Source: an optimization exercise on an open RTL-to-GDS flow (aim: a short achievable clock period, few clock cycles and low power). Production flows keep margins and buffers that such runs may drop. Only simulation tests tie the RTL to the original design; equivalence was not proved. No activity file was given, so power comes from the tool's default toggle rates.

==> flow/config.mk <==
export PLATFORM = sky130hd
export DESIGN_NAME = rast1
export DESIGN_NICKNAME = rast1
export VERILOG_FILES = /design/flow/design.v
export SDC_FILE = /design/flow/constraint.sdc
export NUM_CORES = 4
export LEC_CHECK = 0
export CAP_MARGIN = 20
export CORE_MARGIN = 2
export CORE_UTILIZATION = 40
export PLACE_DENSITY = 0.6
export SLEW_MARGIN = 20
==> flow/constraint.sdc <==
create_clock -name core_clock -period 10.0 [get_ports {clk}]
set_input_delay 2.0000 -clock core_clock [delete_from_list [all_inputs] [get_ports {clk}]]
set_output_delay 2.0000 -clock core_clock [all_outputs]
set_load 0.01 [all_outputs]
==> flow/design.v <==
module rast1 (
    input             clk,
    input             rst,
    input             host_valid,
    input             host_we,
    input      [2:0]  host_addr,       
    input      [31:0] host_wdata,
    output reg        host_ready,
    output     [31:0] host_rdata,
    output            mem_valid,
    output reg        mem_we,
    output     [31:0] mem_addr,
    output reg [7:0]  mem_wdata,
    input             mem_ready,
    input      [7:0]  mem_rdata,
    input             mem_err
);
    localparam S_IDLE  = 3'b001;
    localparam S_SETUP = 3'b010;
    localparam S_RUN   = 3'b100;
    localparam P_BM  = 3'b000;
    localparam P_T1R = 3'b001;
    localparam P_T1W = 3'b011;
    localparam P_T2R = 3'b101;
    localparam P_T2W = 3'b111;
    reg [31:0] fb_base, bm_base, arg0, arg1, cmd;
    reg        st_err;
    reg [2:0]  state;           
    wire       st_idle  = state[0];
    wire       st_setup = state[1];
    assign     mem_valid = state[2];    
    reg [31:0] fp;              
    reg [31:0] bp;              
    reg [6:0]  hj;              
    reg [2:0]  lo_b;            
    reg [2:0]  hi_b;            
    reg [8:0]  rows_left;
    reg [6:0]  bcnt;            
    reg [2:0]  phase;           
    reg [31:0] sreg;            
    reg [23:0] fbq;             
    assign mem_addr   = fp;
    assign host_rdata = sreg;
    wire first = phase[0];
    wire t1    = hj[0];
    wire t2    = hj[1];
    wire [3:0] p = hj[5:2];    
    function legal;
        input [31:0] c;
        legal = (c[31:8] == 24'd0) &&
                ((c[3:0] <= 4'd4 && c[7:4] == 4'd0) ||
                 (c[3:0] == 4'd5 && c[5:4] != 2'd3) ||
                 (c[3:0] == 4'd6 && c[5:4] != 2'd3 && c[7:6] == 2'd0));
    endfunction
    wire [3:0] w_op    = host_wdata[3:0];
    wire [1:0] w_wsel  = host_wdata[5:4];
    wire       w_legal = legal(host_wdata);
    wire       st_ill  = !legal(cmd);
    wire [1:0] wsel  = cmd[5:4];
    wire       blit  = cmd[2] & (cmd[0] | cmd[1]);         
    wire       andn  = cmd[2] & ~cmd[0];                   
    wire       span_clr = cmd[2] & ~cmd[1] & ~cmd[0];      
    wire [1:0] nm1   = (wsel == 2'd0) ? 2'd0 : (wsel == 2'd1) ? 2'd1 : 2'd3;   
    wire [3:0] nb4   = {2'd0, nm1} + 4'd1;                                     
    wire signed [17:0] x  = {{2{arg0[15]}}, arg0[15:0]};
    wire signed [17:0] x2 = {{2{arg0[31]}}, arg0[31:16]};
    wire signed [17:0] y  = {{2{arg1[15]}}, arg1[15:0]};
    wire signed [17:0] h  = {{2{arg1[31]}}, arg1[31:16]};
    wire x_on = !x[17] && (x < 18'sd640);
    wire y_on = !y[17] && (y < 18'sd400);
    wire               hl_sw  = (x2 < x);
    wire signed [17:0] hl_lo0 = hl_sw ? x2 : x;
    wire signed [17:0] hl_hi0 = hl_sw ? x : x2;
    wire               hl_ok  = y_on && !hl_hi0[17] && (hl_lo0 < 18'sd640);
    wire [9:0]         hl_lo  = hl_lo0[17] ? 10'd0 : hl_lo0[9:0];
    wire [9:0]         hl_hi  = (hl_hi0 > 18'sd639) ? 10'd639 : hl_hi0[9:0];
    wire               rc_ok  = x_on && y_on && (x2 > 18'sd0) && (h > 18'sd0);
    wire signed [17:0] rc_xe  = x + x2 - 18'sd1;
    wire [9:0]         rc_hi  = (rc_xe > 18'sd639) ? 10'd639 : rc_xe[9:0];
    wire signed [17:0] yh_n   = y + h;
    wire signed [17:0] yh     = fbq[17:0];
    wire               rl_in  = (yh < 18'sd400);
    wire [8:0]         rl_a   = y[17] ? (yh[8:0] - 9'd1) : (arg1[24:16] - 9'd1);
    wire [8:0]         rl_b   = y[17] ? 9'd399 : (9'd399 - arg1[8:0]);
    wire [8:0]         rl     = rl_in ? rl_a : rl_b;
    wire               bl_yok = (h > 18'sd0) && (y < 18'sd400) && !yh[17] && (yh != 18'sd0);
    wire               bl_xok = (w_wsel == 2'd0) ? (x > -18'sd8) :
                                (w_wsel == 2'd1) ? (x > -18'sd16) : (x > -18'sd32);
    wire               c_xok  = (wsel == 2'd0) ? (x > -18'sd8) :
                                (wsel == 2'd1) ? (x > -18'sd16) : (x > -18'sd32);
    reg                go;      
    always @(*) begin
        case (cmd[3:0])
            4'd1:       go = x_on && y_on;
            4'd2:       go = hl_ok;
            4'd3, 4'd4: go = rc_ok;
            4'd5, 4'd6: go = bl_yok && c_xok && (x < 18'sd640);
            default:    go = 1'b0;
        endcase
    end
    wire               bl_in  = (w_wsel == 2'd0) ? (x < 18'sd632) :
                                (w_wsel == 2'd1) ? (x < 18'sd624) : (x < 18'sd608);
    wire [4:0]         bl_m   = {(w_wsel[1] ? x[4] : 1'b0), (w_wsel != 2'd0 ? x[3] : 1'b0), x[2:0]};
    wire [6:0]         bl_j0  = x[17] ? 7'd0 :
                                {x[9:5], (w_wsel[1] ? 1'b0 : x[4]), (w_wsel != 2'd0 ? 1'b0 : x[3])};
    wire [7:0] mk_lo = first ? (8'hFF >> lo_b) : 8'hFF;
    wire [7:0] mk_hi = (bcnt == 7'd0) ? (8'hFF << (3'd7 - hi_b)) : 8'hFF;
    wire [7:0] sp_mk = mk_lo & mk_hi;
    wire [3:0] p_init = t1 ? (4'd0 - {2'd0, hi_b[1:0]}) : (nb4 - {2'd0, hi_b[1:0]});
    wire [3:0] pm1    = p - 4'd1;
    wire       vcur   = !p[3]   && (p[2:0]   <= {1'b0, nm1});
    wire       vprev  = !pm1[3] && (pm1[2:0] <= {1'b0, nm1});
    reg  [7:0] scur, sprev;
    always @(*) begin
        case (p[1:0])
            2'd0: scur = sreg[31:24];
            2'd1: scur = sreg[23:16];
            2'd2: scur = sreg[15:8];
            default: scur = sreg[7:0];
        endcase
        case (pm1[1:0])
            2'd0: sprev = sreg[31:24];
            2'd1: sprev = sreg[23:16];
            2'd2: sprev = sreg[15:8];
            default: sprev = sreg[7:0];
        endcase
        if (!vcur)  scur  = 8'd0;
        if (!vprev) sprev = 8'd0;
    end
    wire [15:0] sfun  = {sprev, scur} >> lo_b;
    wire [7:0] mr     = 8'hFF >> lo_b;
    wire [7:0] s_bl   = sfun[7:0];
    wire [7:0] f_bl   = (vcur ? mr : 8'd0) | (vprev ? ~mr : 8'd0);
    wire [7:0] fbb = (wsel == 2'd0) ? mem_rdata : (wsel == 2'd1) ? fbq[7:0] : fbq[23:16];
    wire [7:0] s_b = blit ? s_bl : (mem_we ? 8'hFF : sp_mk);
    reg  [7:0] merged;
    always @(*) begin
        if (andn)
            merged = fbb & ~s_b;
        else case ({cmd[6], cmd[7]})
            2'b00: merged = fbb | s_b;
            2'b01: merged = fbb ^ s_b;
            2'b10: merged = (fbb & ~f_bl) | s_b;
            default: merged = (fbb & ~f_bl) | (s_b ^ f_bl);
        endcase
    end
    wire [11:0] y5     = {1'b0, arg1[8:0], 2'd0} + {3'd0, arg1[8:0]};
    wire [12:0] fr_lo  = {1'b0, fb_base[15:4]} + {1'b0, y5};
    wire [15:0] fb_up1 = fb_base[31:16] + 16'd1;
    wire [31:0] fp_row = {fr_lo[12] ? fb_up1 : fb_base[31:16], fr_lo[11:0], fb_base[3:0]};
    wire [31:0] fp_pre = arg1[15] ? fb_base : fp_row;
    wire [6:0]  sp_inc = hj;                                   
    wire [6:0]  bl_inc = (t1 & t2) ? ((wsel == 2'd0) ? 7'd79 : (wsel == 2'd1) ? 7'd77 : 7'd73)
                                   : ((wsel == 2'd0) ? 7'd80 : (wsel == 2'd1) ? 7'd79 : 7'd77);
    wire        c_last = (bcnt[1:0] == nm1);
    wire [23:0] fp_up1 = fp[31:8] + 24'd1;
    wire [23:0] fp_dn1 = fp[31:8] - 24'd1;
    wire [6:0]  fa_k   = st_setup ? bcnt : hj;                 
    wire [8:0]  fa_lo  = {1'b0, fp[7:0]} + {2'd0, fa_k};
    wire [31:0] fp_a   = {fa_lo[8] ? fp_up1 : fp[31:8], fa_lo[7:0]};
    wire [8:0]  fb_lo  = {1'b0, fp[7:0]} - {7'd0, nm1};        
    wire [31:0] fp_b   = {fb_lo[8] ? fp_dn1 : fp[31:8], fb_lo[7:0]};
    wire [8:0]  fr_lo2 = {1'b0, fp[7:0]} + {2'd0, bl_inc};     
    wire [31:0] fp_r   = {fr_lo2[8] ? fp_up1 : fp[31:8], fr_lo2[7:0]};
    wire [31:0] fp_1   = fp + 32'd1;
    wire [16:0] skip   = arg1[15] ? (17'd0 - {1'b1, arg1[15:0]}) : 17'd0;
    wire [19:0] bs_lo  = {1'b0, bm_base[18:0]} + {1'b0, bp[18:0]};
    wire [12:0] bm_up1 = bm_base[31:19] + 13'd1;
    wire [31:0] bm_1st = {bs_lo[19] ? bm_up1 : bm_base[31:19], bs_lo[18:0]};
    wire [18:0] skip_w = (w_wsel == 2'd0) ? {2'd0, skip} :
                         (w_wsel == 2'd1) ? {1'd0, skip, 1'd0} : {skip, 2'd0};
    wire xfer = mem_ready;     
    always @(posedge clk) begin
        if (rst) begin
            fb_base    <= 32'd0;
            bm_base    <= 32'd0;
            arg0       <= 32'd0;
            arg1       <= 32'd0;
            cmd        <= 32'd0;
            st_err     <= 1'b0;
            state      <= S_IDLE;
            host_ready <= 1'b0;
            mem_we     <= 1'b0;
            mem_wdata  <= 8'd0;
            fp         <= 32'd0;
            bp         <= 32'd0;
            hj         <= 7'd0;
            lo_b       <= 3'd0;
            hi_b       <= 3'd0;
            rows_left  <= 9'd0;
            bcnt       <= 7'd0;
            phase      <= 3'd0;
            sreg       <= 32'd0;
            fbq        <= 24'd0;
        end else begin
            host_ready <= 1'b0;
            if (st_idle) begin
                fp <= fp_pre;
                rows_left <= rl;
                fbq[17:0] <= yh_n;
                bp <= {13'd0, skip_w};
                if (host_valid && !host_ready) begin
                    case (host_addr)
                        3'd0: sreg <= fb_base;
                        3'd1: sreg <= bm_base;
                        3'd2: sreg <= arg0;
                        3'd3: sreg <= arg1;
                        3'd4: sreg <= cmd;
                        3'd5: sreg <= {26'd0, st_err, st_ill, 3'd0, st_err | st_ill};
                        3'd6: sreg <= {16'd400, 16'd640};
                        default: sreg <= 32'd0;
                    endcase
                    if (host_we && host_addr == 3'd4) begin
                        cmd    <= host_wdata;
                        st_err <= 1'b0;
                        if (w_legal)
                            state <= S_SETUP;
                        else
                            host_ready <= 1'b1;
                        case (w_op)
                            4'd1: begin
                                bcnt <= x[9:3];  lo_b <= x[2:0];
                                hj   <= x[9:3];  hi_b <= x[2:0];
                            end
                            4'd2: begin
                                bcnt <= hl_lo[9:3];  lo_b <= hl_lo[2:0];
                                hj   <= hl_hi[9:3];  hi_b <= hl_hi[2:0];
                            end
                            4'd3, 4'd4: begin
                                bcnt <= x[9:3];      lo_b <= x[2:0];
                                hj   <= rc_hi[9:3];  hi_b <= rc_hi[2:0];
                            end
                            4'd5, 4'd6: begin
                                bcnt <= bl_j0;
                                lo_b <= x[2:0];
                                hi_b <= {1'b0, bl_m[4:3]};
                                hj   <= {5'd0, (bl_m != 5'd0) && bl_in, !x[17]};
                            end
                            default: ;
                        endcase
                    end else begin
                        if (host_we) begin
                            case (host_addr)
                                3'd0: fb_base <= host_wdata;
                                3'd1: bm_base <= host_wdata;
                                3'd2: arg0    <= host_wdata;
                                3'd3: arg1    <= host_wdata;
                                default: ;
                            endcase
                        end
                        host_ready <= 1'b1;
                    end
                end
            end else if (st_setup) begin
                state     <= go ? S_RUN : S_IDLE;
                host_ready <= !go;
                if (blit) begin
                    bcnt   <= 7'd0;
                    phase  <= P_BM;
                    hj[5:2] <= p_init;
                    fp     <= bm_1st;                 
                    bp     <= fp_a;                   
                    mem_we <= 1'b0;
                end else begin
                    if (!cmd[2] && (cmd[1] ^ cmd[0]))  
                        rows_left <= 9'd0;
                    bcnt   <= hj - bcnt;
                    hj     <= 7'd80 - hj + bcnt;      
                    phase  <= 3'd1;                   
                    fp     <= fp_a;                   
                    mem_we <= (lo_b == 3'd0) && (hj != bcnt || hi_b == 3'd7);
                    mem_wdata <= span_clr ? 8'h00 : 8'hFF;
                end
            end else begin     
                if (xfer) begin
                    if (!blit) begin
                        mem_wdata <= merged;
                        if (!mem_we) begin
                            mem_we <= 1'b1;
                        end else if (bcnt != 7'd0) begin
                            fp     <= fp_1;
                            bcnt   <= bcnt - 7'd1;
                            phase  <= 3'd0;
                            mem_we <= !(bcnt == 7'd1 && hi_b != 3'd7);
                        end else if (rows_left != 9'd0) begin
                            fp        <= fp_a;
                            bcnt      <= 7'd80 - hj;
                            phase     <= 3'd1;
                            rows_left <= rows_left - 9'd1;
                            mem_we    <= (lo_b == 3'd0) && (hj != 7'd80 || hi_b == 3'd7);
                        end else begin
                            host_ready <= 1'b1;
                            state      <= S_IDLE;
                        end
                    end else begin
                        if (phase[0])
                            fbq <= {fbq[15:0], mem_rdata};
                        if (!phase[0]) begin
                            case (bcnt[1:0])
                                2'd0: sreg[31:24] <= mem_rdata;
                                2'd1: sreg[23:16] <= mem_rdata;
                                2'd2: sreg[15:8]  <= mem_rdata;
                                default: sreg[7:0] <= mem_rdata;
                            endcase
                            if (c_last) begin
                                bcnt  <= 7'd0;
                                phase <= t1 ? P_T1R : P_T2R;
                                fp    <= bp;              
                                bp    <= fp_1;            
                            end else begin
                                bcnt  <= bcnt + 7'd1;
                                fp    <= fp_1;
                            end
                        end else if (!phase[1]) begin
                            fp <= c_last ? fp_b : fp_1;
                            if (c_last) begin
                                bcnt      <= 7'd0;
                                phase[1]  <= 1'b1;
                                mem_we    <= 1'b1;
                                mem_wdata <= merged;
                                hj[5:2]   <= p + 4'd1;
                            end else begin
                                bcnt  <= bcnt + 7'd1;
                            end
                        end else begin
                            if (!c_last) begin
                                fp        <= fp_1;
                                bcnt      <= bcnt + 7'd1;
                                mem_wdata <= merged;
                                hj[5:2]   <= p + 4'd1;
                            end else begin
                                bcnt <= 7'd0;
                                if (phase == P_T1W && t2) begin
                                    fp     <= fp_1;
                                    phase  <= P_T2R;
                                    mem_we <= 1'b0;
                                end else if (rows_left != 9'd0) begin
                                    fp        <= bp;          
                                    bp        <= fp_r;        
                                    rows_left <= rows_left - 9'd1;
                                    phase     <= P_BM;
                                    mem_we    <= 1'b0;
                                    hj[5:2]   <= p_init;
                                end else begin
                                    host_ready <= 1'b1;
                                    state      <= S_IDLE;
                                end
                            end
                        end
                    end
                    if (mem_err) begin
                        st_err     <= 1'b1;
                        host_ready <= 1'b1;
                        state      <= S_IDLE;
                    end
                end
            end
        end
    end
endmodule
==> flow/flow/run.sh <==
#!/bin/bash
# The standard layout with two changes to how it is made:
# - clock tree synthesis adds no dummy loads (cells hung on clock nets only to
#   balance them) and clusters the flip-flops under clkbuf_16 leaf buffers, at most 20 each;
# - timing repair aims for 7 ns of setup slack instead of 0.
# The SDC, the die and every other step are the standard flow's.
# Each tool's output goes to the ORFS logs and to standard.log here.
set -euo pipefail
export CTS_ARGS="-sink_clustering_enable -repair_clock_nets -dont_use_dummy_load -buf_list {sky130_fd_sc_hd__clkbuf_16} -sink_clustering_size 20 -sink_clustering_max_diameter 80"
bash standard.sh SETUP_SLACK_MARGIN=7 finish > standard.log 2>&1
==> flow/standard.sh <==
#!/bin/bash
# synth_recipe.tcl (not shown) runs the flow's synth.tcl, then flattens the netlist and writes it again
# the make line also repeats each setting of config.mk as NAME=value (left out here)
make -C /OpenROAD-flow-scripts/flow DESIGN_CONFIG=/design/flow/config.mk WORK_HOME=/design/flow/orfs CLKGATE_MAP_FILE= SYNTH_SCRIPT=/design/flow/synth_recipe.tcl "${@:-finish}"
==> out/results.txt, run 1 <==
DR vias -> 34850
Root Driver -> clkbuf_16
Hold Path Class -> reg2reg
CTS tree -> yes
Layout fillers -> 6762
clk sinks -> 326
Syn Std Cell Area -> 28740 sq um
DRT Wirelength -> 156.6 mm
initial core utilization -> 40.27%
largest net degree at the start of global routing -> 201
main combinational cell family by area after synthesis -> compound AO/OA/AOI/OAI gates
setup ws final -> 6.354 ns
CP Max Fanout -> 6
final RePlAce weighted congestion -> 1.062
Crit Path Class -> reg2reg
Fin. Hold Viols -> 0
# Max-Cap Violations -> 0
post-layout min period -> 3.646 ns
GRT Residual Overflow -> 0
Synth Instances -> 3995
Via density -> 6.673
# port buffers -> 123
Pwr per Cell Area -> 78.73 nW/um^2
DIE AREA -> 74010 sq um
die height -> 272.0 um
vias in the first global route -> 31350
WL/cell -> 29.98 um
die span in x -> 272.0 um
initial antenna violation count -> 2
setup violators final -> 0
share of layout cells above drive strength 1 -> 29.10%
setup TNS -> 0 ns
area delta synth->final -> 33.80%
global-route wire length before repair -> 219.8 mm
Worst Max-Slew Pin Slew -> 1.214 ns
Slew Limit Fails -> 0
Synth Area in Simple Gates -> 23.26%
pre-CTS setup slack -> 5.107 ns
DR iter-0 viols -> 5570
multiplexer area fraction after synthesis -> 5.577%
Post-synth EDFFs -> 0
Post-synth ARST share -> 0%
DP HPWL -> 102.4 mm
sequential share of the synthesized area -> 22.71%
Leakage -> 14.32 nW
Worst-path clk slew -> 0.09 ns
most frequent cells in the layout -> 646 x nand2_1, 331 x a21oi_1, 315 x buf_4
adder-cell share of the synthesized area -> 8.855%
# hold bufs at CTS -> 0
Ant. Diodes -> 0
Rel. slew slack -> 18.90%
Startpoint Class -> flip-flop
Core Region -> 71360 sq um
WP data arrival -> 4.10 ns
Worst VDD drop -> 0.1170 mV
final net count -> 4516
unrepaired setup endpoints after global routing -> yes
Fin Clk Skew -> 0.08363 ns
status -> finished clean
final period utilization -> 36.46%
synthesized area per cell -> 7.194 sq um
count of different cell masters after synthesis -> 98
post-synthesis compound-gate area fraction -> 27.19%
ys flop type -> dfxtp_1
antenna-violating nets left -> 0
Worst-Skew Late Latency -> 0.65 ns
Post-Synth XOR/XNOR Area -> 6.187%
nature of the critical path endpoint -> flip-flop
yosys warns -> 1
DR pass1 iterations -> 13
GRT Util Overall -> 39.88%
# rows -> 98
syn_nets -> 4237
I/O pins -> 124
count of state elements after synthesis -> 326
Post-route DRC -> 0
CTS Buf Count -> 29
commonest non-fill, non-tap cell in the layout -> nand2_1
maximum clock rate -> 274.2 MHz
H-tree Lvls -> 1
CTS Buffer Depth -> 3
worst path required time -> 10.45 ns
-- timing repair --
item | 4_1_cts | 5_1_grt
setup buffers | 278 | 52
cloned | 16 | 6
resized for setup | 1195 | 205
pin swaps | 201 | 147
setup endpoints to repair | 401 | 371
-- area by class of cell --
class	count	area [sq um]	share of cell area (%)
well taps	950	1189	3.091
inverters	166	686.9	1.786
multi-input cells	3211	23420	60.91
clock buffers	29	725.7	1.887
repair buffers	540	5510	14.33
flip-flops and latches	326	6918	17.99
-- power by group --
group	total (mW)	switching, mW	internal, mW
Sequential	1.34	0.0403	1.30
Clock	1.05	0.547	0.506
Combinational	0.631	0.374	0.257
-- cell families after synthesis --
kind of cell / Yosys count
compound gates: 1192
buf+inv: 462
fa+ha+maj: 194
mux: 124
flops: 326
simple gates: 1494
xor+xnor: 203
-- registers in the layout (all words and copies together) (netlist names), 8 cells and up --
name	flops
mem_wdata	8
sreg	32
bm_base	32
rows_left	9
arg0	32
cmd	32
fbq	24
fp	32
arg1	32
fb_base	32
bp	32
-- per-stage QoR --
stage / hold slack, ns / util [%] / instances / power (mW) / area, sq um
2_1_floorplan: 0.4413 / - / 3995 / 1.682 / 30120
3_3_place_gp: 0.4541 / 43.85 / 4841 / 1.842 / 31290
3_5_place_dp: 0.4588 / 43.86 / 4841 / 1.843 / 31300
4_1_cts: 0.4695 / 51.85 / 5164 / 2.960 / 37000
5_1_grt: 0.5021 / 53.88 / 5222 / 3.087 / 38450
6_report: 0.4753 / 53.88 / 5222 / 3.027 / 38450
-- worst paths after layout --
kind / start / to / slack (ns) / cells after the start
hold / removal: phase[2] / phase[2] / 0.48 / 2
hold reg to reg: phase[2] / phase[2] / 0.48 / 2
setup reg to reg: hj[3] / mem_wdata[4] / 6.35 / 17
setup / recovery: hj[3] / mem_wdata[4] / 6.35 / 17
-- layer usage --
metal	track usage, %	up-vias	wire length [um]
li1	-	14990	-
met1	49.95	16490	57390
met2	57.73	2678	63000
met3	12.47	685	21590
met4	28.56	2	14540
met5	0	-	37
-- synth_stat cells, drive strengths merged (20+ instances only) --
master	n	share of area (%)
and3	28	0.61
ha	177	7.7
o31ai	31	0.81
o221ai	23	0.70
inv	164	2.1
nand4	33	0.72
clkbuf	242	3.2
a222oi	21	0.73
a21o	26	0.68
nor4	44	1.0
buf	54	0.90
nand3	110	1.9
nor2b	27	0.59
a211oi	83	2.3
o211ai	34	0.89
o22ai	35	0.76
xor2	71	2.2
o21ai	245	4.3
or2	20	0.44
a21oi	372	6.5
a31oi	65	1.5
nand2	676	8.8
mux2i	78	2.7
a221oi	29	0.88
or3	30	0.65
nand2b	33	0.72
xnor2	132	4.0
and2	20	0.44
nor3	84	1.5
a311oi	27	0.82
mux4	27	2.1
nor2	346	4.6
dfxtp	326	23
-- critical path: stages (launching register included) --
cell,delay (ns)
dfxtp_4,0.40
buf_8,0.16
buf_4,0.20
or2_2,0.38
o21ai_1,0.33
nand4_1,0.22
buf_4,0.21
buf_4,0.12
buf_4,0.12
buf_4,0.12
buf_4,0.12
buf_4,0.13
buf_4,0.13
o21ai_1,0.16
nand2_1,0.11
xor2_1,0.17
a211oi_2,0.24
o21ai_1,0.09
Testbench counts, summed over its fixed seeds: cycles 175,830.
==> run 2, diff against run 1 <==
--- a/flow/design.v
+++ b/flow/design.v
@@ -40,2 +40,3 @@
     reg [31:0] sreg;            
+    reg [7:0]  tail;            
     reg [23:0] fbq;             
@@ -59,3 +60,3 @@
     wire [1:0] wsel  = cmd[5:4];
-    wire       blit  = cmd[2] & (cmd[0] | cmd[1]);         
+    reg        blit;                                        
     wire       andn  = cmd[2] & ~cmd[0];                   
@@ -100,2 +101,3 @@
     end
+    wire               go_l   = !st_ill && go;    
     wire               bl_in  = (w_wsel == 2'd0) ? (x < 18'sd632) :
@@ -109,6 +111,5 @@
     wire [3:0] p_init = t1 ? (4'd0 - {2'd0, hi_b[1:0]}) : (nb4 - {2'd0, hi_b[1:0]});
-    wire [3:0] pm1    = p - 4'd1;
-    wire       vcur   = !p[3]   && (p[2:0]   <= {1'b0, nm1});
-    wire       vprev  = !pm1[3] && (pm1[2:0] <= {1'b0, nm1});
-    reg  [7:0] scur, sprev;
+    wire       vcur   = !p[3] && (p[2:0] <= {1'b0, nm1});       
+    wire       vend   = (p == nb4);                             
+    reg  [7:0] scur;
     always @(*) begin
@@ -120,15 +121,10 @@
         endcase
-        case (pm1[1:0])
-            2'd0: sprev = sreg[31:24];
-            2'd1: sprev = sreg[23:16];
-            2'd2: sprev = sreg[15:8];
-            default: sprev = sreg[7:0];
-        endcase
-        if (!vcur)  scur  = 8'd0;
-        if (!vprev) sprev = 8'd0;
     end
-    wire [15:0] sfun  = {sprev, scur} >> lo_b;
     wire [7:0] mr     = 8'hFF >> lo_b;
-    wire [7:0] s_bl   = sfun[7:0];
-    wire [7:0] f_bl   = (vcur ? mr : 8'd0) | (vprev ? ~mr : 8'd0);
+    wire [7:0] s_bl   = vcur ? scur : vend ? tail : 8'd0;
+    wire [7:0] f_bl   = vcur ? ((p == 4'd0) ? mr : 8'hFF) : vend ? ~mr : 8'd0;
+    wire [7:0] bm_u   = mem_rdata >> lo_b;
+    wire [15:0] bm_w  = {mem_rdata, 8'd0} >> lo_b;
+    wire [7:0] bm_v   = bm_w[7:0];
+    wire [7:0] bm_t   = bm_u | ((bcnt[1:0] == 2'd0) ? 8'd0 : tail);
     wire [7:0] fbb = (wsel == 2'd0) ? mem_rdata : (wsel == 2'd1) ? fbq[7:0] : fbq[23:16];
@@ -194,2 +190,4 @@
             fbq        <= 24'd0;
+            tail       <= 8'd0;
+            blit       <= 1'b0;
         end else begin
@@ -201,2 +199,6 @@
                 bp <= {13'd0, skip_w};
+                bcnt <= hl_lo[9:3];  lo_b <= hl_lo[2:0];
+                hj   <= hl_hi[9:3];  hi_b <= hl_hi[2:0];
+                tail[6:0]   <= rc_hi[9:3];
+                fbq[20:18]  <= rc_hi[2:0];
                 if (host_valid && !host_ready) begin
@@ -215,6 +217,4 @@
                         st_err <= 1'b0;
-                        if (w_legal)
-                            state <= S_SETUP;
-                        else
-                            host_ready <= 1'b1;
+                        blit   <= host_wdata[2] & (host_wdata[1] | host_wdata[0]);
+                        state  <= S_SETUP;              
                         case (w_op)
@@ -225,8 +225,8 @@
                             4'd2: begin
-                                bcnt <= hl_lo[9:3];  lo_b <= hl_lo[2:0];
-                                hj   <= hl_hi[9:3];  hi_b <= hl_hi[2:0];
+                                bcnt <= bcnt;  lo_b <= lo_b;
+                                hj   <= hj;    hi_b <= hi_b;
                             end
                             4'd3, 4'd4: begin
-                                bcnt <= x[9:3];      lo_b <= x[2:0];
-                                hj   <= rc_hi[9:3];  hi_b <= rc_hi[2:0];
+                                bcnt <= x[9:3];     lo_b <= x[2:0];
+                                hj   <= tail[6:0];  hi_b <= fbq[20:18];
                             end
@@ -254,4 +254,4 @@
             end else if (st_setup) begin
-                state     <= go ? S_RUN : S_IDLE;
-                host_ready <= !go;
+                state     <= go_l ? S_RUN : S_IDLE;
+                host_ready <= !go_l;
                 if (blit) begin
@@ -299,7 +299,8 @@
                             case (bcnt[1:0])
-                                2'd0: sreg[31:24] <= mem_rdata;
-                                2'd1: sreg[23:16] <= mem_rdata;
-                                2'd2: sreg[15:8]  <= mem_rdata;
-                                default: sreg[7:0] <= mem_rdata;
+                                2'd0: sreg[31:24] <= bm_t;
+                                2'd1: sreg[23:16] <= bm_t;
+                                2'd2: sreg[15:8]  <= bm_t;
+                                default: sreg[7:0] <= bm_t;
                             endcase
+                            tail <= bm_v;
                             if (c_last) begin
==> run 2 against run 1 <==
Combinational power rose by 97%; sequential power rose by 8%; clock power rose by 4%; via count rose by 3.0%; first-iteration DRC count rose by 4.2%; global-route usage fell by 0.17 points; maximum frequency rose by 5.5%; total power rose by 25%; routed wire length rose by 1.5%; sequential share of layout area barely moved; die area rose by 2.3%; setup slack improved by 0.19 ns.
==> out/results.txt, run 2 <==
area delta synth->final -> 34.02%
WHS Endpoint -> fbq[22]
# rows -> 99
Post-synth ARST share -> 0%
Pwr per Cell Area -> 96.01 nW/um^2
Worst-Skew Late Latency -> 0.66 ns
nature of the critical path endpoint -> flip-flop
syn_nets -> 4308
synth top area cells -> dfxtp_1 23%, nand2_1 8.3%, ha_1 7.3%
most frequent cells in the layout -> 595 x nand2_1, 365 x a21oi_1, 320 x buf_4
slowest CP cell -> or4_1
commonest non-fill, non-tap cell in the layout -> nand2_1
Syn Std Cell Area -> 29400 sq um
WL/cell -> 29.79 um
Post-Route Utilization -> 54.09%
largest net degree at the start of global routing -> 82
Cell Area, Placed -> 31680 sq um
I/O pins -> 124
H-tree Lvls -> 1
setup violators final -> 0
initial antenna violation count -> 3
Most common cell on crit path -> buf_6
Crit path buffers/inverters -> 5
Worst VDD drop -> 0.1361 mV
count of state elements after synthesis -> 335
CTS tree -> yes
die span in x -> 275.1 um
DR vias -> 35890
synthesized area per cell -> 7.223 sq um
final net count -> 4614
Via density -> 6.727
Fin Clk Skew -> 0.06317 ns
CP delay by family, top -> simple AND/OR/NAND/NOR gates
ys flop type -> dfxtp_1
WP data arrival -> 4.00 ns
CTS Buffer Depth -> 3
Post-route DRC -> 0
Leakage -> 14.66 nW
Synth top area share -> 22.81%
dpl cells -> 4920
vias in the first global route -> 31530
met2 usage -> 55.08%
DIE AREA -> 75670 sq um
dominant cell by count in the synthesized netlist -> nand2_1
Root Driver -> clkbuf_16
GRT Residual Overflow -> 0
Final Cell Area -> 39400 sq um
CP Max Fanout -> 7
die height -> 275.1 um
setup TNS -> 0 ns
CTS Buf Count -> 30
GRT Util Overall -> 39.70%
global-route wire length before repair -> 223.6 mm
Critical R2R Capture -> fp[25]
Post-synth EDFFs -> 0
met3 usage -> 11.87%
Min-Delay Startpoint -> fbq[14]
area leader, netlist -> dfxtp_1
GR peak layer -> met2
Startpoint Class -> primary input
DR iter-0 viols -> 5805
post-layout min period -> 3.458 ns
overall power -> 3.782 mW
Rel. slew slack -> 25.87%
Synth Instances -> 4070
sequential share of the synthesized area -> 22.81%
Layout fillers -> 6876
initial core utilization -> 40.36%
Worst Max-Slew Pin Slew -> 1.110 ns
worst path required time -> 10.54 ns
final RePlAce weighted congestion -> 0.9977
DRT Wirelength -> 158.9 mm
WHS Path Cells -> 2
R2R Path Start -> fp[10]
Hold Path Class -> reg2reg
# hold bufs at CTS -> 0
# port buffers -> 123
Worst Reg-to-Reg Cells -> 11
clk sinks -> 335
maximum clock rate -> 289.2 MHz
CP cell instances -> buf_6 > buf_12 > nor3b_4 > and2_4 > buf_6 > buf_6 > nand4_1 > buf_6 > nand2_4 > nor3_1 > or4_1 > a21oi_1
yosys warns -> 1
DR pass1 iterations -> 10
Crit Path Class -> in2reg
grt met1 use -> 54.20%
final period utilization -> 34.58%
# Max-Cap Violations -> 0
delay of the slowest cell on the worst path -> 0.49 ns
Commonest cells post-synth -> 647 x nand2_1, 414 x a21oi_1, 335 x dfxtp_1
antenna-violating nets left -> 0
share of layout cells above drive strength 1 -> 28.40%
Worst-path clk slew -> 0.07 ns
status -> finished clean
Fin. Hold Viols -> 0
DP HPWL -> 103.9 mm
Slew Limit Fails -> 0
Core Region -> 72830 sq um
count of non-filler cells in the finished layout -> 5335
unrepaired setup endpoints after global routing -> yes
reg2reg setup slack -> 6.65 ns
count of different cell masters after synthesis -> 110
[run 2: logic make-up (layout without fill, tap and decap cells)]
group | Yosys count | after routing | share of synthesized area (%)
other | 0 | 2 | 0
AND/OR/NAND/NOR | 1516 | 1520 | 23.80
AO/OA/AOI/OAI | 1272 | 1274 | 28.41
adder cells (fa/ha/maj) | 190 | 190 | 8.513
multiplexers | 116 | 116 | 4.886
flip-flops | 335 | 335 | 22.81
XOR/XNOR | 188 | 188 | 5.601
buffers and inverters | 453 | 751 | 5.972
[run 2: tightest hold or removal path: stages, from the launching register on]
cell and delay, ns:
dfxtp_1 0.32, nand2_1 0.06, a21oi_1 0.05
[run 2: timing repair]
item / CTS / global route
resized for setup: 1018 / 337
setup endpoints to repair: 410 / 363
setup buffers: 243 / 117
pin swaps: 134 / 197
hold endpoints to repair: 0 / 0
cloned: 16 / 7
[run 2: report_power, final]
part / internal [mW] / leakage (nW) / switching [mW]
sequential: 1.37 / 2.80 / 0.0865
clock: 0.523 / 0.370 / 0.570
combinational: 0.511 / 11.5 / 0.727
total: 2.40 / 14.7 / 1.38
[run 2: area by class of cell]
class	instances	area [sq um]	share of cell area (%)
Clock buffer	30	750.7	1.906
Multi-Input combinational cell	3288	23980	60.87
Sequential cell	335	7072	17.95
Timing Repair Buffer	567	5749	14.59
Tap cell	959	1200	3.046
Inverter	154	636.9	1.617
Antenna cell	2	5.005	0.01270
[run 2: metrics by stage]
stage	hold WS [ns]	worst slack, ns
6_report	0.4603	6.542
5_1_grt	0.4998	6.524
4_1_cts	0.4600	6.600
3_5_place_dp	0.4572	4.724
3_3_place_gp	0.4560	4.758
2_1_floorplan	0.4364	6.254
[run 2: metal layers]
layer	wire length (um)	vias to the layer above
met2	62450	2801
li1	-	15510
met1	61040	16950
met3	23620	632
met5	14	-
met4	11810	2
[run 2: worst max-delay path by stage]
stage | startpoint | end | slack (ns) | cells after the start
2_1_floorplan | host_addr[1] | bcnt[0] | 6.25 | 8
4_1_cts | host_addr[1] | bcnt[5] | 6.60 | 9
3_3_place_gp | host_addr[2] | bcnt[5] | 4.76 | 9
5_1_grt | rst | fp[4] | 6.52 | 5
3_5_place_dp | host_addr[2] | bcnt[5] | 4.72 | 9
6_report | host_addr[2] | hi_b[2] | 6.54 | 12
Testbench counts of run 2, summed over its fixed seeds: cycles 175,830.
==> run 3, diff against run 2 <==
--- a/flow/flow/run.sh
+++ b/flow/flow/run.sh
@@ -4,3 +4,3 @@
 #   balance them) and clusters the flip-flops under clkbuf_16 leaf buffers, at most 20 each;
-# - timing repair aims for 7 ns of setup slack instead of 0.
+# - timing repair aims for 6.5 ns of setup slack instead of 0.
 # The SDC, the die and every other step are the standard flow's.
@@ -9,2 +9,2 @@
 export CTS_ARGS="-sink_clustering_enable -repair_clock_nets -dont_use_dummy_load -buf_list {sky130_fd_sc_hd__clkbuf_16} -sink_clustering_size 20 -sink_clustering_max_diameter 80"
-bash standard.sh SETUP_SLACK_MARGIN=7 finish > standard.log 2>&1
+bash standard.sh SETUP_SLACK_MARGIN=6.5 finish > standard.log 2>&1
==> run 3 against run 2 <==
Clock skew is 0.025 ns lower; critical path type unchanged; via count down 4.8%; die area stayed put; still clean.
==> out/results.txt, run 3 <==
status -> finished clean
Post-route DRC -> 0
CTS Buffer Depth -> 3
Syn Std Cell Area -> 29400 sq um
overall power -> 3.557 mW
# rows -> 99
worst path required time -> 10.47 ns
met2 usage -> 54.23%
Commonest cells post-synth -> 647 x nand2_1, 414 x a21oi_1, 335 x dfxtp_1
GRT Residual Overflow -> 0
Cell Area, Placed -> 31380 sq um
CTS tree -> yes
Pwr per Cell Area -> 102.9 nW/um^2
DRT Wirelength -> 150.0 mm
Startpoint Class -> primary input
area leader, netlist -> dfxtp_1
vias in the first global route -> 29890
Post-Synth XOR/XNOR Area -> 5.601%
ys flop type -> dfxtp_1
Crit Path Class -> in2reg
synth top area cells -> dfxtp_1 23%, nand2_1 8.3%, ha_1 7.3%
Final Cell Area -> 34570 sq um
Synth top area share -> 22.81%
count of state elements after synthesis -> 335
Synth Instances -> 4070
initial antenna violation count -> 3
nature of the critical path endpoint -> flip-flop
Post-synth ARST share -> 0%
GR peak layer -> met2
final period utilization -> 35.89%
Worst-path clk slew -> 0.08 ns
slowest CP cell -> clkdlybuf4s50_1
Hold Path Class -> reg2reg
setup ws final -> 6.411 ns
dpl cells -> 4931
largest net degree at the start of global routing -> 107
Worst Max-Slew Pin Slew -> 0.9721 ns
Min-Delay Startpoint -> cmd[23]
DP HPWL -> 107.3 mm
Fin Clk Skew -> 0.03770 ns
Worst VDD drop -> 0.1311 mV
Root Driver -> clkbuf_16
grt met1 use -> 52.02%
I/O pins -> 124
syn_nets -> 4308
main combinational cell family by area after synthesis -> compound AO/OA/AOI/OAI gates
post-synthesis compound-gate area fraction -> 28.41%
Crit. Startpoint -> host_valid
Hold WS -> 0.4806 ns
area delta synth->final -> 17.62%
# Max-Cap Violations -> 0
Worst Reg-to-Reg Cells -> 11
# port buffers -> 123
DR vias -> 34180
dominant cell by count in the synthesized netlist -> nand2_1
die span in x -> 275.1 um
DR iter-0 viols -> 4985
Crit path buffers/inverters -> 5
Fin. Hold Viols -> 0
antenna-violating nets left -> 0
pre-CTS setup slack -> 4.679 ns
final net count -> 4387
delay of the slowest cell on the worst path -> 0.46 ns
die height -> 275.1 um
maximum clock rate -> 278.6 MHz
met3 usage -> 9.619%
unrepaired setup endpoints after global routing -> yes
GRT Util Overall -> 37.72%
synthesized area per cell -> 7.223 sq um
CTS Buf Count -> 30
count of non-filler cells in the finished layout -> 5108
Levels on crit path -> 10
share of layout cells above drive strength 1 -> 13.96%
setup violators final -> 0
Post-Route Utilization -> 47.47%
Worst-Skew Late Latency -> 0.62 ns
most frequent cells in the layout -> 638 x nand2_1, 400 x a21oi_1, 290 x nor2_1
Core Region -> 72830 sq um
WP data arrival -> 4.05 ns
yosys warns -> 1
sequential share of the synthesized area -> 22.81%
DIE AREA -> 75670 sq um
WHS Path Cells -> 2
Leakage -> 12.97 nW
post-layout min period -> 3.589 ns
Synth Area in Simple Gates -> 23.80%
Most common cell on crit path -> buf_4
WL/cell -> 29.36 um
clk sinks -> 335
Post-synth EDFFs -> 0
CP Max Fanout -> 6
global-route wire length before repair -> 211.8 mm
Slew Limit Fails -> 0
Rel. slew slack -> 35.12%
multiplexer area fraction after synthesis -> 4.886%
final RePlAce weighted congestion -> 1.051
DR pass1 iterations -> 10
adder-cell share of the synthesized area -> 8.513%
setup TNS -> 0 ns
count of different cell masters after synthesis -> 110
CP delay by family, top -> buffers and inverters
H-tree Lvls -> 1
initial core utilization -> 40.36%
commonest non-fill, non-tap cell in the layout -> nand2_1
Via density -> 6.692
CP cell instances -> clkdlybuf4s50_1 > nor2b_4 > buf_6 > nand2_4 > o41a_1 > buf_4 > buf_4 > buf_4 > a31oi_1 > a21oi_1
R2R Path Start -> hj[1]
==> run 3: layout make-up <==
type                    count  area (sq um)
fillers                  7387         38260
repair buffers            344          3181
diodes                      2         5.005
multi-input cells        3284         21880
clock buffers              30         750.7
well taps                 959          1200
inverters                 154         598.1
flip-flops and latches    335          6955
==> run 3: timing repair <==
item	in CTS	in global routing
endpoints found under the setup margin	395	206
buffers inserted	69	69
hold buffers	0	0
pin swaps	23	46
gates resized for setup	312	159
gates cloned	3	4
==> run 3: cell families (layout without fill, tap and decap cells) <==
logic type      count (synthesis)  count (layout)
fa+ha+maj                     190             190
buf+inv                       453             528
mux                           116             116
other cells                     0               2
simple gates                 1516            1517
flops                         335             335
compound gates               1272            1273
xor+xnor                      188             188
==> run 3: power by group <==
part	internal (mW)	switching [mW]	leakage [nW]
logic	0.373	0.637	9.82
clock network	0.524	0.562	0.370
registers	1.37	0.0937	2.78
==> run 3: worst register-to-register path: stages, from the launching register on <==
cell	delay (ns)
dfxtp_4	0.38
ha_4	0.18
or3_4	0.39
ha_4	0.18
fa_2	0.41
a211o_1	0.34
a21o_4	0.27
a21o_1	0.20
a31oi_1	0.16
a21oi_1	0.06
a211oi_1	0.60
o22ai_1	0.18
==> run 3: per-layer routing <==
| metal | vias to the layer above | routed length, um |
|---|---|---|
| li1 | 15020 | - |
| met1 | 16290 | 60100 |
| met2 | 2433 | 60880 |
| met3 | 444 | 20050 |
| met4 | 4 | 8947 |
| met5 | - | 23 |
==> run 3: final timing paths <==
path         endpoint  slack (ns)
max reg2reg    bp[13]        6.50
min reg2reg   cmd[23]        0.48
max           lo_b[1]        6.41
min           cmd[23]        0.48
==> run 4, diff against run 3 <==
--- a/flow/design.v
+++ b/flow/design.v
@@ -60,3 +60,3 @@
     wire [1:0] wsel  = cmd[5:4];
-    reg        blit;                                        
+    wire       blit  = cmd[2] & (cmd[0] | cmd[1]);         
     wire       andn  = cmd[2] & ~cmd[0];                   
@@ -75,4 +75,8 @@
     wire               hl_ok  = y_on && !hl_hi0[17] && (hl_lo0 < 18'sd640);
-    wire [9:0]         hl_lo  = hl_lo0[17] ? 10'd0 : hl_lo0[9:0];
-    wire [9:0]         hl_hi  = (hl_hi0 > 18'sd639) ? 10'd639 : hl_hi0[9:0];
+    wire [9:0]         x_c0   = x[17]  ? 10'd0 : x[9:0];
+    wire [9:0]         x2_c0  = x2[17] ? 10'd0 : x2[9:0];
+    wire [9:0]         x_c1   = (x  > 18'sd639) ? 10'd639 : x[9:0];
+    wire [9:0]         x2_c1  = (x2 > 18'sd639) ? 10'd639 : x2[9:0];
+    wire [9:0]         hl_lo  = hl_sw ? x2_c0 : x_c0;
+    wire [9:0]         hl_hi  = hl_sw ? x_c1 : x2_c1;
     wire               rc_ok  = x_on && y_on && (x2 > 18'sd0) && (h > 18'sd0);
@@ -101,3 +105,2 @@
     end
-    wire               go_l   = !st_ill && go;    
     wire               bl_in  = (w_wsel == 2'd0) ? (x < 18'sd632) :
@@ -191,3 +194,2 @@
             tail       <= 8'd0;
-            blit       <= 1'b0;
         end else begin
@@ -199,6 +201,2 @@
                 bp <= {13'd0, skip_w};
-                bcnt <= hl_lo[9:3];  lo_b <= hl_lo[2:0];
-                hj   <= hl_hi[9:3];  hi_b <= hl_hi[2:0];
-                tail[6:0]   <= rc_hi[9:3];
-                fbq[20:18]  <= rc_hi[2:0];
                 if (host_valid && !host_ready) begin
@@ -217,4 +215,6 @@
                         st_err <= 1'b0;
-                        blit   <= host_wdata[2] & (host_wdata[1] | host_wdata[0]);
-                        state  <= S_SETUP;              
+                        if (w_legal)
+                            state <= S_SETUP;
+                        else
+                            host_ready <= 1'b1;
                         case (w_op)
@@ -225,8 +225,8 @@
                             4'd2: begin
-                                bcnt <= bcnt;  lo_b <= lo_b;
-                                hj   <= hj;    hi_b <= hi_b;
+                                bcnt <= hl_lo[9:3];  lo_b <= hl_lo[2:0];
+                                hj   <= hl_hi[9:3];  hi_b <= hl_hi[2:0];
                             end
                             4'd3, 4'd4: begin
-                                bcnt <= x[9:3];     lo_b <= x[2:0];
-                                hj   <= tail[6:0];  hi_b <= fbq[20:18];
+                                bcnt <= x[9:3];      lo_b <= x[2:0];
+                                hj   <= rc_hi[9:3];  hi_b <= rc_hi[2:0];
                             end
@@ -254,4 +254,4 @@
             end else if (st_setup) begin
-                state     <= go_l ? S_RUN : S_IDLE;
-                host_ready <= !go_l;
+                state     <= go ? S_RUN : S_IDLE;
+                host_ready <= !go;
                 if (blit) begin
--- a/flow/flow/run.sh
+++ b/flow/flow/run.sh
@@ -4,3 +4,3 @@
 #   balance them) and clusters the flip-flops under clkbuf_16 leaf buffers, at most 20 each;
-# - timing repair aims for 6.5 ns of setup slack instead of 0.
+# - timing repair aims for 7 ns of setup slack instead of 0.
 # The SDC, the die and every other step are the standard flow's.
@@ -9,2 +9,2 @@
 export CTS_ARGS="-sink_clustering_enable -repair_clock_nets -dont_use_dummy_load -buf_list {sky130_fd_sc_hd__clkbuf_16} -sink_clustering_size 20 -sink_clustering_max_diameter 80"
-bash standard.sh SETUP_SLACK_MARGIN=6.5 finish > standard.log 2>&1
+bash standard.sh SETUP_SLACK_MARGIN=7 finish > standard.log 2>&1
==> run 4 against run 3 <==
Non-clock buffer count is 229 higher; largest power group unchanged; clock skew rose by 0.017 ns; sequential share of layout area is 2.1 points lower; sequential power shrank 6%; routed wire length down 1.1%; synthesized cell count decreased by 2.7%; synthesized area is 3.2% lower; final cell count is 2.4% higher; total power decreased by 11%; critical path type is now reg2reg; first-iteration DRC count is 9.0% higher.
==> out/results.txt, run 4 <==
status -> finished clean
# Max-Cap Violations -> 0
share of layout cells above drive strength 1 -> 29.67%
dominant cell by count in the synthesized netlist -> nand2_1
DR pass1 iterations -> 9
final period utilization -> 35.22%
worst path required time -> 10.51 ns
DRT Wirelength -> 148.4 mm
# port buffers -> 123
met2 usage -> 54.01%
CTS Buf Count -> 30
Worst Reg-to-Reg Cells -> 14
ys flop type -> dfxtp_1
GRT Util Overall -> 38.11%
CP Max Fanout -> 7
Post-route DRC -> 0
GRT Residual Overflow -> 0
sequential share of the synthesized area -> 23.42%
Slew Limit Fails -> 0
final net count -> 4523
unrepaired setup endpoints after global routing -> yes
GR peak layer -> met2
Crit Path Class -> reg2reg
overall power -> 3.161 mW
DR vias -> 34540
Leakage -> 14.57 nW
initial antenna violation count -> 6
Min-Delay Startpoint -> fbq[14]
H-tree Lvls -> 1
Worst-path clk slew -> 0.09 ns
post-layout min period -> 3.522 ns
I/O pins -> 124
Fin. Hold Viols -> 0
DR iter-0 viols -> 5434
area delta synth->final -> 36.51%
Worst VDD drop -> 0.1355 mV
WP data arrival -> 4.03 ns
die height -> 270.8 um
CTS tree -> yes
final RePlAce weighted congestion -> 0.9918
Hold WS -> 0.4558 ns
Synth top area share -> 23.42%
Worst Max-Slew Pin Slew -> 1.275 ns
global-route wire length before repair -> 211.2 mm
Via density -> 6.606
largest net degree at the start of global routing -> 97
Pwr per Cell Area -> 81.35 nW/um^2
syn_nets -> 4196
Synth Instances -> 3959
grt met1 use -> 51.85%
die span in x -> 270.8 um
Startpoint Class -> flip-flop
DP HPWL -> 97.86 mm
antenna-violating nets left -> 0
setup violators final -> 0
Post-synth ARST share -> 0%
met3 usage -> 10.39%
setup TNS -> 0 ns
reg2reg setup slack -> 6.48 ns
Root Driver -> clkbuf_16
Hold Path Class -> reg2reg
Critical R2R Capture -> hj[5]
count of state elements after synthesis -> 333
CP Capture Point -> hj[5]
DIE AREA -> 73310 sq um
Post-synth EDFFs -> 0
clk sinks -> 333
maximum clock rate -> 283.9 MHz
most frequent cells in the layout -> 606 x nand2_1, 365 x a21oi_1, 345 x buf_4
WL/cell -> 28.38 um
Worst-Skew Late Latency -> 0.65 ns
Core Region -> 70270 sq um
count of different cell masters after synthesis -> 94
Crit. Startpoint -> arg0[2]
# rows -> 97
Fin Clk Skew -> 0.05453 ns
commonest non-fill, non-tap cell in the layout -> nand2_1
nature of the critical path endpoint -> flip-flop
yosys warns -> 1
initial core utilization -> 40.51%
synth top area cells -> dfxtp_1 23%, nand2_1 8.3%, ha_1 7.5%
Commonest cells post-synth -> 627 x nand2_1, 415 x a21oi_1, 333 x dfxtp_1
R2R Path Start -> arg0[2]
Layout fillers -> 6507
CTS Buffer Depth -> 3
area leader, netlist -> dfxtp_1
synthesized area per cell -> 7.190 sq um
vias in the first global route -> 30820
Syn Std Cell Area -> 28470 sq um
Rel. slew slack -> 14.81%
run 4: cell count changes after synthesis, moves of 10 or more:
cell / change
a31oi_1: +20
a311oi_1: -26
inv_1: +27
a211oi_1: +18
nand4_1: -33
mux2_2: +10
nor3_1: -13
nand2b_1: -14
nand2_1: -20
a21o_1: -21
and3_1: -10
buf_2: -12
run 4: worst min-delay path by stage:
stage                          to  cells past startpoint
final                     fbq[22]                      2
after global routing      fbq[21]                      2
after CTS                 fbq[22]                      2
after detailed placement  fbq[22]                      2
after global placement    fbq[22]                      2
after floorplan           fbq[18]                      2
run 4: layout make-up:
type | instances | area [sq um] | share of cell area (%)
antenna | 5 | 12.51 | 0.03220
tap | 940 | 1176 | 3.027
clock buffer | 30 | 750.7 | 1.932
multi-input combinational | 3167 | 23300 | 59.97
sequential | 333 | 7019 | 18.06
inverter | 181 | 758.2 | 1.951
timing repair buffer | 573 | 5838 | 15.02
run 4: timing repair:
item | in CTS | in global routing
gates cloned | 24 | 3
resized for setup | 1058 | 320
buffers inserted | 249 | 111
hold buffers | 0 | 0
endpoints found under the setup margin | 408 | 322
pin swaps | 164 | 186
run 4: kinds of logic after synthesis:
logic type               after synthesis  share of synthesized area (%)
flip-flops                           333                          23.42
adder cells (fa/ha/maj)              188                          8.712
multiplexers                         130                          5.494
AO/OA/AOI/OAI                       1223                          27.41
XOR/XNOR                             201                          6.184
buffers and inverters                465                          6.220
AND/OR/NAND/NOR                     1419                          22.57
run 4: per-stage QoR:
stage	area, sq um	util [%]	worst slack, ns	instances
floorplan	29660	-	6.012	3959
global placement	31000	44.12	4.697	4807
detailed placement	31000	44.12	4.526	4807
CTS	36640	52.13	6.425	5110
global route	38850	55.28	6.365	5224
finish	38860	55.30	6.478	5229
run 4: layer usage:
layer	wire length [um]	up-vias
met2	59310	2708
met1	56510	16270
met5	28	-
li1	-	14980
met3	21820	579
met4	10730	4
run 4: power by group:
| part | internal, mW | switching [mW] |
|---|---|---|
| Combinational | 0.303 | 0.412 |
| Clock | 0.522 | 0.555 |
| Sequential | 1.33 | 0.0353 |
| Total | 2.16 | 1.00 |
run 4: worst max-delay path, cell delays in order, from the launching register on:
cell and delay (ns):
dfxtp_4 0.43, clkinvlp_4 0.14, ha_4 0.30, inv_2 0.05, ha_4 0.26, nand3_2 0.07
a211o_1 0.36, buf_4 0.16, a21oi_1 0.23, xnor2_2 0.21, o21ai_1 0.14, and4b_2 0.26
a21o_4 0.28, a311oi_4 0.39, o32ai_2 0.12
Testbench counts of run 4, summed over its fixed seeds: cycles 175,830.
==> run 5, diff against run 4 <==
==> flow/flow/run.sh (replaced) <==
#!/bin/bash
# The standard layout with two changes to how it is made:
# - clock tree synthesis adds no dummy loads (cells hung on clock nets only to
#   balance them); the flip-flops are clustered under clkbuf_8 leaf buffers, at
#   most 14 each within 80 um, below a clkbuf_16 root;
# - timing repair aims for 7 ns of setup slack instead of 0.
# The SDC, the die and every other step are the standard flow's.
# Each tool's output goes to the ORFS logs and to standard.log here.
set -euo pipefail
export CTS_ARGS="-sink_clustering_enable -repair_clock_nets -dont_use_dummy_load -buf_list {sky130_fd_sc_hd__clkbuf_8 sky130_fd_sc_hd__clkbuf_16} -root_buf sky130_fd_sc_hd__clkbuf_16 -sink_clustering_buffer sky130_fd_sc_hd__clkbuf_8 -sink_clustering_size 14 -sink_clustering_max_diameter 80"
bash standard.sh SETUP_SLACK_MARGIN=7 finish > standard.log 2>&1
==> run 5 against run 4 <==
Clock-buffer cell count increased by 5; hold slack got worse by 0.0067 ns; via count rose by 0.46%; die area stayed put; critical endpoint unchanged; largest power group unchanged.
==> out/results.txt, run 5 <==
slowest CP cell -> dfxtp_4
Layout fillers -> 6463
Rel. slew slack -> 17.22%
multi-input combinational cell area -> 23490 sq um
Synth Instances -> 3959
syn_nets -> 4196
Crit Path Class -> reg2reg
area leader, netlist -> dfxtp_1
antenna-violating nets left -> 0
largest net degree at the start of global routing -> 97
register area -> 7018 sq um
global-route wire length before repair -> 212.0 mm
DR pass1 iterations -> 7
# rows -> 97
Worst Max-Slew Pin Slew -> 1.239 ns
Via density -> 6.617
Hold Path Class -> reg2reg
share of layout cells above drive strength 1 -> 31.52%
Fin Clk Skew -> 0.05393 ns
synthesized area per cell -> 7.190 sq um
clk sinks -> 333
Commonest cells post-synth -> 627 x nand2_1, 415 x a21oi_1, 333 x dfxtp_1
setup ws final -> 6.443 ns
sequential share of the synthesized area -> 23.42%
die span in x -> 270.8 um
Post-route DRC -> 0
WL/cell -> 28.72 um
initial antenna violation count -> 5
Post-synth ARST share -> 0%
I/O pins -> 124
CTS Buffer Depth -> 3
DR iter-0 viols -> 5465
WP data arrival -> 4.01 ns
CP cell instances -> clkinvlp_4 > ha_4 > inv_1 > ha_4 > nand3_2 > a211o_1 > buf_4 > a21oi_1 > xnor2_2 > o21ai_0 > and4b_2 > a21o_4 > a311oi_4 > o32ai_2
nature of the critical path endpoint -> flip-flop
Slew Limit Fails -> 0
Worst-path clk slew -> 0.11 ns
CTS tree -> yes
Most common cell on crit path -> ha_4
post-layout min period -> 3.557 ns
count of state elements after synthesis -> 333
worst path required time -> 10.45 ns
synth top area cells -> dfxtp_1 23%, nand2_1 8.3%, ha_1 7.5%
Post-synth EDFFs -> 0
unrepaired setup endpoints after global routing -> yes
status -> finished clean
DRT Wirelength -> 150.6 mm
DR vias -> 34700
setup TNS -> 0 ns
Root Driver -> clkbuf_16
ys flop type -> dfxtp_1
count of different cell masters after synthesis -> 94
Crit path buffers/inverters -> 3
vias in the first global route -> 31030
CTS Buf Count -> 35
final RePlAce weighted congestion -> 0.9918
DIE AREA -> 73310 sq um
commonest non-fill, non-tap cell in the layout -> nand2_1
yosys warns -> 1
Synth top area share -> 23.42%
area delta synth->final -> 37.16%
delay of the slowest cell on the worst path -> 0.43 ns
CP delay by family, top -> compound AO/OA/AOI/OAI gates
setup violators final -> 0
Fin. Hold Viols -> 0
dominant cell by count in the synthesized netlist -> nand2_1
Startpoint Class -> flip-flop
# Max-Cap Violations -> 0
GRT Util Overall -> 38.39%
Worst VDD drop -> 0.09730 mV
CP Max Fanout -> 7
# port buffers -> 123
GRT Residual Overflow -> 0
# hold bufs at CTS -> 0
DP HPWL -> 97.86 mm
Pwr per Cell Area -> 76.78 nW/um^2
most frequent cells in the layout -> 578 x nand2_1, 333 x a21oi_1, 321 x buf_4
Syn Std Cell Area -> 28470 sq um
Worst-Skew Late Latency -> 0.58 ns
overall power -> 2.998 mW
H-tree Lvls -> 2
pre-CTS setup slack -> 4.526 ns
Core Region -> 70270 sq um
final period utilization -> 35.57%
die height -> 270.8 um
initial core utilization -> 40.51%
maximum clock rate -> 281.2 MHz
Leakage -> 14.57 nW
final net count -> 4541
## run 5: cell counts after synthesis
Identical to the previous run, type by type.
## run 5: worst reg2reg max path, cell delays in order (launching register included)
cell and delay [ns]:
dfxtp_4 0.43, clkinvlp_4 0.15, ha_4 0.29, inv_1 0.07, ha_4 0.27, nand3_2 0.07
a211o_1 0.35, buf_4 0.16, a21oi_1 0.22, xnor2_2 0.20, o21ai_0 0.16, and4b_2 0.27
a21o_4 0.28, a311oi_4 0.39, o32ai_2 0.12
## run 5: area by class of cell
cell class,instances,share of cell area [%]
antenna,2,0.01282
timing repair buffer,584,15.55
multi-input combinational,3169,60.17
clock buffer,35,1.378
inverter,181,1.904
tap,940,3.012
sequential,333,17.97
## run 5: cell families (layout without fill, tap and decap cells)
kind of cell	count (synthesis)	after routing	share of synthesized area, %
AOI/OAI and AO/OA	1223	1226	27.41
adders and majority gates	188	188	8.712
and+or+nand+nor	1419	1424	22.57
buffers and inverters	465	800	6.220
muxes	130	130	5.494
other	0	2	0
xor gates and xnor gates	201	201	6.184
DFF	333	333	23.42
## run 5: metal layers
layer / up-vias / wire (um) / part of all wire (%) / track usage, %
li1: 15030 / - / - / -
met1: 16280 / 57120 / 38 / 51.18
met2: 2743 / 59950 / 40 / 53.90
met3: 644 / 22170 / 15 / 12.30
met4: 4 / 11320 / 7.5 / 22.20
met5: - / 25 / 0.017 / 0
## run 5: final timing paths
kind / start / end / cells past startpoint / slack, ns
max: arg0[2] / hj[5] / 14 / 6.44
min: fbq[14] / fbq[22] / 2 / 0.45
max reg2reg: arg0[2] / hj[5] / 14 / 6.44
min reg2reg: fbq[14] / fbq[22] / 2 / 0.45
## run 5: stage by stage
stage          cells  utilization, %  area [sq um]  hold WS (ns)
2_1_floorplan   3959               -         29660        0.4364
3_3_place_gp    4807           44.12         31000        0.4446
3_5_place_dp    4807           44.12         31000        0.4485
4_1_cts         5137           52.27         36730        0.4555
5_1_grt         5242           55.55         39040        0.4886
6_report        5244           55.56         39040        0.4491
## run 5: where the power goes
group	switching [mW]	leakage, nW	total (mW)	internal (mW)
Combinational	0.418	11.5	0.718	0.300
Sequential	0.0356	2.78	1.37	1.33
Clock	0.550	0.277	0.911	0.361
Total	1.00	14.6	3.00	1.99
## run 5: repair_timing
action,4_1_cts,5_1_grt
pin swaps,194,241
gates resized for setup,1149,379
gates cloned,29,7
endpoints found under the setup margin,408,340
setup buffers,266,98
==> run 6, diff against run 5 <==
--- a/flow/design.v
+++ b/flow/design.v
@@ -82,4 +82,5 @@
     wire               rc_ok  = x_on && y_on && (x2 > 18'sd0) && (h > 18'sd0);
-    wire signed [17:0] rc_xe  = x + x2 - 18'sd1;
-    wire [9:0]         rc_hi  = (rc_xe > 18'sd639) ? 10'd639 : rc_xe[9:0];
+    wire               x2_big = (x2 > 18'sd640);
+    wire [10:0]        rc_xe  = {1'b0, x[9:0]} + {1'b0, x2[9:0]} - 11'd1;
+    wire [9:0]         rc_hi  = (x2_big || rc_xe > 11'd639) ? 10'd639 : rc_xe[9:0];
     wire signed [17:0] yh_n   = y + h;
==> run 6 against run 5 <==
Maximum frequency rose by 5.3%; sequential share of layout area is essentially flat; combinational power is 7.2% lower; clock skew is 0.023 ns higher; total power down 1.9%; critical path depth is 5 lower; largest cell class unchanged; global-route usage up 1.4 points; routed wire length up 6.5%; clock power is 0.9% lower.
==> out/results.txt, run 6 <==
I/O pins -> 124
Worst Max-Slew Pin Slew -> 1.021 ns
Worst Reg-to-Reg Cells -> 9
DP HPWL -> 104.7 mm
post-layout min period -> 3.377 ns
commonest non-fill, non-tap cell in the layout -> nand2_1
die height -> 273.6 um
Post-synth EDFFs -> 0
GRT Residual Overflow -> 0
Worst-Skew Late Latency -> 0.57 ns
Slew Limit Fails -> 0
Synth Instances -> 3996
Worst VDD drop -> 0.1078 mV
Startpoint Class -> primary input
Syn Std Cell Area -> 29070 sq um
H-tree Lvls -> 2
final net count -> 4527
Rel. slew slack -> 31.46%
largest net degree at the start of global routing -> 92
DIE AREA -> 74840 sq um
DR pass1 iterations -> 10
CP Max Fanout -> 6
area leader, netlist -> dfxtp_1
Hold WS -> 0.4612 ns
Post-route DRC -> 0
Synth top area share -> 22.94%
CP Capture Point -> state[2]
Critical R2R Capture -> fp[24]
initial core utilization -> 40.52%
count of state elements after synthesis -> 333
DR iter-0 viols -> 5847
WP data arrival -> 3.82 ns
# rows -> 98
sequential share of the synthesized area -> 22.94%
Fin. Hold Viols -> 0
Worst-path clk slew -> 0.09 ns
area delta synth->final -> 34.06%
# hold bufs at CTS -> 0
Via density -> 6.872
maximum clock rate -> 296.2 MHz
syn_nets -> 4221
Commonest cells post-synth -> 509 x nand2_1, 393 x nor2_1, 349 x a21oi_1
WL/cell -> 30.53 um
CTS Buffer Depth -> 3
pre-CTS setup slack -> 4.795 ns
global-route wire length before repair -> 220.9 mm
setup ws final -> 6.623 ns
final RePlAce weighted congestion -> 1.005
slowest CP cell -> clkdlybuf4s50_1
R2R Path Start -> fp[16]
unrepaired setup endpoints after global routing -> yes
initial antenna violation count -> 5
Hold Path Class -> reg2reg
Root Driver -> clkbuf_16
Pwr per Cell Area -> 75.48 nW/um^2
worst path required time -> 10.44 ns
Post-synth ARST share -> 0%
yosys warns -> 1
Leakage -> 14.86 nW
synthesized area per cell -> 7.274 sq um
delay of the slowest cell on the worst path -> 0.64 ns
GRT Util Overall -> 39.74%
die span in x -> 273.6 um
vias in the first global route -> 31470
final period utilization -> 33.77%
dominant cell by count in the synthesized netlist -> nand2_1
synth top area cells -> dfxtp_1 23%, ha_1 6.8%, nand2_1 6.6%
share of layout cells above drive strength 1 -> 29.70%
setup violators final -> 0
ys flop type -> dfxtp_1
clk sinks -> 333
reg2reg setup slack -> 6.72 ns
antenna-violating nets left -> 0
Post-Route Utilization -> 54.32%
status -> finished clean
DR vias -> 36100
CTS Buf Count -> 35
Core Region -> 71730 sq um
DRT Wirelength -> 160.4 mm
CTS tree -> yes
Crit Path Class -> in2reg
count of different cell masters after synthesis -> 88
# port buffers -> 123
Crit. Startpoint -> host_wdata[25]
Fin Clk Skew -> 0.07659 ns
setup TNS -> 0 ns
most frequent cells in the layout -> 481 x nand2_1, 348 x nor2_1, 331 x buf_4
CP cell instances -> clkdlybuf4s50_1 > nor3_2 > nand3_1 > nor3_4 > buf_6 > o21a_1 > o21ai_1 > nand2_1 > a21oi_1
nature of the critical path endpoint -> flip-flop
# Max-Cap Violations -> 0
## run 6: changes by cell type in the layout (fill, tap and decap cells not counted), sizes merged, moves of 14 or more
cell,before,now
o31ai,17,31
a31oi,72,54
inv,168,135
nand2,629,509
a21oi,416,349
o211ai,35,64
nor3,103,138
nor2,319,394
mux2i,91,156
a311oi,10,41
## run 6: logic make-up after synthesis
| logic type | share of synthesized area [%] |
|---|---|
| simple gates | 22.20 |
| compound gates | 27.57 |
| buf+inv | 6.143 |
| flops | 22.94 |
| mux | 7.387 |
| xor+xnor | 5.756 |
| fa+ha+maj | 8.016 |
## run 6: layout make-up
cell class	instances	area (sq um)
Sequential cell	333	7003
Tap cell	950	1189
Multi-Input combinational cell	3207	23730
Antenna cell	3	7.507
Inverter	145	585.6
Clock buffer	35	538.0
Timing Repair Buffer	578	5904
Timing Repair inverter	2	12.51
Fill cell	6812	32770
## run 6: critical path, delay by kind of cell
kind,cells,cell delay [ns]
compound gates,3,0.25
buf+inv,2,0.78
simple gates,4,0.77
## run 6: per-stage QoR
stage	power (mW)	std cells	cell area (sq um)
CTS	2.845	5133	36360
global route	2.999	5251	38960
floorplan	1.706	3996	30110
finish	2.941	5253	38960
global placement	1.879	4834	31410
detailed placement	1.879	4834	31410
## run 6: power by group
part	internal, mW	switching (mW)
Sequential	1.34	0.0370
Clock	0.360	0.543
Combinational	0.277	0.389
Total	1.97	0.968
## run 6: per-layer routing
| layer | vias to the layer above | part of all wire [%] | global-route usage [%] |
|---|---|---|---|
| met5 | - | 0.020 | 0 |
| met4 | 6 | 7.6 | 22.43 |
| met3 | 685 | 15 | 11.47 |
| met2 | 3019 | 39 | 55.66 |
| met1 | 17160 | 38 | 54.03 |
| li1 | 15220 | - | - |
## run 6: worst min-delay path by stage
stage / startpoint / endpoint / slack, ns / cells past startpoint
after floorplan: fbq[11] / fbq[19] / 0.44 / 2
after global placement: fbq[23] / fbq[23] / 0.44 / 2
after detailed placement: fbq[22] / fbq[22] / 0.45 / 2
after CTS: fbq[22] / fbq[22] / 0.46 / 2
after global routing: fbq[22] / fbq[22] / 0.48 / 2
final: fbq[22] / fbq[22] / 0.46 / 2
## run 6: repair_timing
action	in CTS	in global routing
gates resized for setup	1137	372
setup buffers	247	103
endpoints found under the setup margin	408	289
gates cloned	17	14
pin swaps	167	243
Testbench counts of run 6, summed over its fixed seeds: cycles 175,830.

[static timing again, ports no longer ideal]
How much do the figures lean on ideal ports? The routed layouts below were timed once more, with nothing changed but the port constraints.
Step 1: set_driving_cell puts a clkbuf_16 on clk and a buf_2 on each other input, an assumption about the parent block.
Step 2 also shifts input and output timing later by t, the mid clock arrival at the registers, as if the neighbouring blocks saw the same clock.
a / b / c = ideal / step 1 / step 2; a / b = the first two.
run | t, ns | setup slack, ns | worst setup path at the end
run 1 | 0.684 | 6.354 / 6.354 / 5.751 | input to register
run 2 | 0.679 | 6.542 / 6.553 / 5.874 | input to register
run 3 | 0.662 | 6.411 / 6.437 / 5.775 | input to register
run 4 | 0.688 | 6.478 / 6.478 / 5.888 | input to register
run 5 | 0.624 | 6.443 / 6.443 / 5.952 | input to register
run 6 | 0.605 | 6.623 / 6.632 / 6.026 | input to register
After both steps every run listed still meets setup and hold. The setup slack of run 2, which loses most, moves by +0.011 ns with the drivers and by -0.668 ns with both steps.
